Context: an optimization exercise on an open-source flow, tuned for small area, a short achievable clock period and few clock cycles. The choices shown serve that exercise and are no tape-out recipe.
Where RTL was checked, it was by simulation tests only, not by an equivalence proof against the original.
No activity file was given, so power comes from the tool's default toggle rates.

rev 12:
==> flow/design.v (excerpt) <==
module framecore_rx (
    input  wire        clk,
    input  wire        rst,             
    input  wire        cfg_scheme,      
    input  wire [32:0] cfg_gen,
    input  wire [7:0]  cfg_tag_start,
    input  wire [7:0]  cfg_tag_stop,
    input  wire [7:0]  cfg_tag_esc,
    input  wire        in_valid,
    output wire        in_ready,
    input  wire [7:0]  in_data,
    output wire        out_valid,
    input  wire        out_ready,
    output wire        out_is_res,      
    output wire [7:0]  out_data,
    output wire [3:0]  out_result,
    output wire [31:0] out_rem,
    output wire [6:0]  out_len
);
Size: ~2800 cells after synthesis, ~38000 um2 of cells after synthesis.
export LEC_CHECK = 0
export CAP_MARGIN = 20
export CORE_MARGIN = 2
export CORE_UTILIZATION = 40
export SETUP_SLACK_MARGIN = 1.8
export SLEW_MARGIN = 20
create_clock -name core_clock -period 5.0 [get_ports {clk}]
run.sh (not shown) runs the stock make flow with config.mk's settings and CLKGATE_MAP_FILE= SYNTH_SCRIPT=/design/flow/synth_recipe.tcl, a recipe that flattens the netlist after the stock synthesis.
Testbench counts of rev 12, summed over its fixed seeds: cycles 10,124.
Modified inputs, rev 13 compared to rev 12
diff --git a/flow/config.mk b/flow/config.mk
--- a/flow/config.mk
+++ b/flow/config.mk
@@ -11 +11 @@
-export SETUP_SLACK_MARGIN = 1.8
+export SETUP_SLACK_MARGIN = 2.2
- Rev 13 | status: complete | timing, DRC, antenna: pass
- Run comparison: rev 13 slowest library cell on the worst path sky130_fd_sc_hd__mux4_2; rev 12 slowest library cell on the worst path sky130_fd_sc_hd__or3_4
- Higher total power among rev 13 and rev 12: rev 13
- The run showing the greater arrival time of the worst setup path is rev 12.
- | worst setup slack | rev 13 vs rev 12 | better |


alpha:
Another version of the RTL of framecore_rx (not shown whole).
Size: about 3100 cells after synthesis, roughly 830 flip-flops, about 120 I/O pins, roughly 0.038 sq mm of cells after synthesis.
Settings: LEC_CHECK=0, CAP_MARGIN=20, CORE_MARGIN=2, CORE_UTILIZATION=40, CTS_BUF_LIST=sky130_fd_sc_hd__clkbuf_16, CTS_CLUSTER_DIAMETER=70, CTS_CLUSTER_SIZE=30, SETUP_SLACK_MARGIN=2.7, SLEW_MARGIN=20; clock period 5.0 ns.
alpha has completed all stages; timing, DRC and antenna checks passed.
Edits applied to the flow inputs when going from alpha to beta:
- SETUP_SLACK_MARGIN now 2.9, was 2.7
## What came out
[compare] base=alpha new=beta: total power of the final layout +2.2%, non-clock buffer count +43%, cell area +about 6%. beta against alpha: routed wire length rose about 3.3%, cell depth of the worst setup path rose 3, reg-to-reg setup timing slack about even, number of non-filler instances in the completed layout rose 167, final cycle utilization of the critical path about even. Relative to alpha, slew of the pin with the lowest slew margin has decreased by 0.12 ns in beta. | fraction of layout cells with a size suffix above 1 | higher: beta |. As far as hold violation total from the final report goes, alpha and beta are indistinguishable; the numbers are identical. Worst setup path endpoint = crc[8]: alpha; worst setup path endpoint = wptr[4]: beta.
No functional check of the RTL was part of any run of this note.


Another version of the RTL of framecore_rx (not shown whole).
Size: roughly 3,100 cells after synthesis, roughly 120 I/O pins, roughly 38,000 sq um of cells after synthesis.
Settings: LEC_CHECK=0, CAP_MARGIN=20, CORE_MARGIN=2, CORE_UTILIZATION=40, CTS_BUF_LIST=sky130_fd_sc_hd__clkbuf_16, CTS_CLUSTER_DIAMETER=70, CTS_CLUSTER_SIZE=30, SETUP_SLACK_MARGIN=2.45, SLEW_MARGIN=20; clock period 5.0 ns.
The baseline ran to the end with no violations.
Testbench counts at the start, summed over its fixed seeds: cycles 9,977.
Edit:
CORE_UTILIZATION = 50   (was 40)
SETUP_SLACK_MARGIN = 2.5   (was 2.45)
The new run completed with no timing, DRC or antenna violations.
Routed wire length climbs by a few percent.
Final cell count went down by a few percent.
Critical path depth came out higher by 4.
Global-route usage is higher by 7.1 points.
First-iteration DRC count rose by roughly a tenth.
Combinational power went up by about a fifth.
Power stays flat.
Via count climbs by a few percent.
Die area falls by about a fifth.
Setup slack is worse by 0.10 ns.
Edit:
CORE_UTILIZATION = 40   (was 50)
What happened: Wire length falls by 2.0%. First-iteration DRC count falls by 0.70%. Worst setup slack gets better by 0.049 ns. Fmax rises by 1.9%.
Edit:
CAP_MARGIN = 5   (was 20)
SLEW_MARGIN = 5   (was 20)
=> Design area stays flat; worst setup slack degrades by 0.026 ns; total power drops by 1.0%; clock-buffer cell count stays the same; global-route usage came out lower by 0.14 points.


## main
Another version of the RTL of framecore_rx (not shown whole).
Size: about 3100 cells after synthesis, roughly 120 I/O pins, about 0.038 sq mm of cells after synthesis.
clock: 5.0 ns
lec_check: 0
cap_margin: 20
core_margin: 2
core_utilization: 40
cts_buf_list: sky130_fd_sc_hd__clkbuf_16
cts_cluster_diameter: 70
cts_cluster_size: 30
setup_slack_margin: 2.35
slew_margin: 20
main finished all stages; the layout is clean.
Testbench counts of main, summed over its fixed seeds: cycles 10,123.
### main -> the feature branch
- a change of CORE_UTILIZATION from 40 to 55
## What came out
- [compare] base=main new=the feature branch: footprint of the flip-flops and latches neither gained nor lost much, worst vdd rail ir drop went down, worst setup slack shrank by 0.042 ns.
- Share of cell area taken by multi-input logic gates ends up lower on main.
- [compare] base=main new=the feature branch: routability-driven placement congestion ratio higher; total internal power grew by about 0.35%.


zinc:
framecore_rx, a different RTL version from the one above (not shown whole).
For scale: ~3300 cells after synthesis, about 810 flip-flops, roughly 120 I/O pins, roughly 38000 sq um of cells after synthesis.
make LEC_CHECK=0 CAP_MARGIN=20 CORE_MARGIN=2 CORE_UTILIZATION=40 CTS_BUF_LIST=sky130_fd_sc_hd__clkbuf_8 CTS_CLUSTER_DIAMETER=40 CTS_CLUSTER_SIZE=16 SETUP_SLACK_MARGIN=2.2 SLEW_MARGIN=20 finish   # period 5.0 ns
Per the final summary, zinc finished and its layout is clean on timing, DRC and antenna.
Relative to zinc, the following input files were edited for yarrow:
- CTS_CLUSTER_DIAMETER now 50, was 40
- CTS_CLUSTER_SIZE now 20, was 16
- CTS_BUF_LIST now sky130_fd_sc_hd__clkbuf_8 sky130_fd_sc_hd__clkbuf_16, was sky130_fd_sc_hd__clkbuf_8
Notes after the runs:
Clock transition at the registers of the reported paths: zinc vs yarrow — no meaningful difference. yarrow ended up with a lower number of standard cells in the layout, taps in and fillers out than zinc did. Required time of the critical path, zinc and yarrow: smaller value in yarrow. yarrow: worst hold slack higher than zinc. In terms of via count of the first global-routing pass, zinc and yarrow differ only marginally. The final clock period utilization by the worst path reported for yarrow is greater than that of zinc by 0.39 points.
Function was not checked in any run of this note: the RTL went through the layout flow alone.


Another version of the RTL of framecore_rx (not shown whole).
Size in the first run: roughly 780 flip-flops.
==> flow/config.mk <==
export PLATFORM = sky130hd
export DESIGN_NAME = framecore_rx
export DESIGN_NICKNAME = framecore_rx
export VERILOG_FILES = /design/flow/design.v
export SDC_FILE = /design/flow/constraint.sdc
export NUM_CORES = 4
export LEC_CHECK = 0
export CAP_MARGIN = 20
export CORE_MARGIN = 2
export CORE_UTILIZATION = 40
export SETUP_SLACK_MARGIN = 2.3
export SLEW_MARGIN = 20
==> flow/constraint.sdc <==
create_clock -name core_clock -period 5.0 [get_ports {clk}]
set_input_delay 1.0000 -clock core_clock [delete_from_list [all_inputs] [get_ports {clk}]]
set_output_delay 1.0000 -clock core_clock [all_outputs]
set_load 0.01 [all_outputs]
Edit:
CORE_UTILIZATION = 65   (was 40)
What happened:
- wire length went down by 3.3%
- setup slack degrades by 0.065 ns
- clock-buffer cell count came out higher by 2
- cell count drops by 12%
- non-clock buffer count goes down by 54
- design area came out lower by 3.0%
- fmax decreases by about 2%
- die area drops by about 40%
- first-iteration DRC count is higher by 12%
- global-route usage increases by 13 points
No functional check of the RTL was part of any run of this note.


## run 1
framecore_rx with an RTL version that a note above also has.
For scale: roughly 3100 cells after synthesis, about 830 flip-flops, roughly 0.038 sq mm of cells after synthesis.
Settings: LEC_CHECK=0, CAP_MARGIN=20, CORE_MARGIN=2, CORE_UTILIZATION=40, CTS_BUF_LIST=sky130_fd_sc_hd__clkbuf_16, CTS_CLUSTER_DIAMETER=70, CTS_CLUSTER_SIZE=30, SETUP_SLACK_MARGIN=2.5, SLEW_MARGIN=20; clock period 5.0 ns.
Testbench counts of run 1, summed over its fixed seeds: cycles 10,123.
The inputs of run 2 differ from those of run 1 as listed below.
Settings: swapping 2.5 for 2.2 in SETUP_SLACK_MARGIN.
Run 2 vs run 1 — non-clock buffer count dropped by more than a quarter. Diff run 1..run 2 | cell area after placement | negligible. The final reports for run 2 and run 1 show peak fanout along the critical path higher in the former. Higher last weighted congestion value of the routability-driven placer was reported by run 2, not run 1. Multi-input combinational gate total of run 1 is on par with run 2. In the route summary, run 2 ends up with a via count below that of run 1. Compared with run 1, run 2 has less setup slack. Compare run 2 and run 1 | hold slack higher: run 1.

[re-timing with driven ports]
No port has a modelled driver above. Below, the same layouts with a new extraction and two added sets of constraints.
Step 1 (the two cells are an assumption about what drives the block):
set clk [get_ports {clk}]
set_driving_cell -lib_cell sky130_fd_sc_hd__clkbuf_16 $clk
set_driving_cell -lib_cell sky130_fd_sc_hd__buf_2 [delete_from_list [all_inputs] $clk]
Step 2 times the ports against the registers' clock, not the clock port: input delays grow and output delays shrink by t, the midpoint of the rising clock arrivals with the driver on.
a / b / c = no drivers / after step 1 / after step 2; a / b = the first two.
| run | t (ns) | slack for setup (ns) | hold slack, ns | worst slew at a driven data input, ns |
|---|---|---|---|---|
| rev 12 | 0.719 | 1.840 / 1.840 / 1.289 | 0.485 / 0.485 / 0.485 | 0.04 |
| rev 13 | 0.706 | 2.012 / 2.012 / 1.557 | 0.477 / 0.477 / 0.477 | 0.04 |
| alpha | 0.706 | 2.433 / 2.433 / 1.979 | 0.468 / 0.468 / 0.468 | 0.10 |
| beta | 0.695 | 2.429 / 2.429 / 2.123 | 0.465 / 0.465 / 0.465 | 0.10 |
| the first run of note 3 | 0.723 | 2.438 / 2.438 / 1.726 | 0.466 / 0.466 / 0.466 | 0.08 |
| the second run of note 3 | 0.699 | 2.338 / 2.338 / 1.860 | 0.478 / 0.478 / 0.478 | 0.15 |
| the third run of note 3 | 0.696 | 2.386 / 2.386 / 1.840 | 0.470 / 0.470 / 0.470 | 0.08 |
| the fourth run of note 3 | 0.693 | 2.360 / 2.360 / 1.777 | 0.472 / 0.472 / 0.472 | 0.09 |
| main | 0.702 | 2.262 / 2.262 / 1.780 | 0.462 / 0.462 / 0.462 | 0.10 |
| the feature branch | 0.694 | 2.220 / 2.220 / 1.770 | 0.477 / 0.477 / 0.477 | 0.07 |
| zinc | 0.831 | 1.358 / 1.358 / 0.604 | 0.457 / 0.457 / 0.457 | 0.16 |
| yarrow | 0.723 | 1.339 / 1.339 / 0.807 | 0.462 / 0.462 / 0.462 | 0.16 |
| the first run of note 6 | 0.699 | 1.914 / 1.846 / 1.542 | 0.520 / 0.520 / 0.520 | 0.04 |
| the second run of note 6 | 0.688 | 1.849 / 1.787 / 1.711 | 0.493 / 0.493 / 0.493 | 0.08 |
| run 1 | 0.687 | 2.409 / 2.364 / 1.677 | 0.471 / 0.471 / 0.471 | 0.11 |
| run 2 | 0.683 | 2.186 / 2.186 / 1.597 | 0.463 / 0.463 / 0.463 | 0.09 |
After both steps every run listed still meets setup and hold. The setup slack of zinc, which loses most, moves by 0.000 ns with the drivers and by -0.754 ns with both steps.
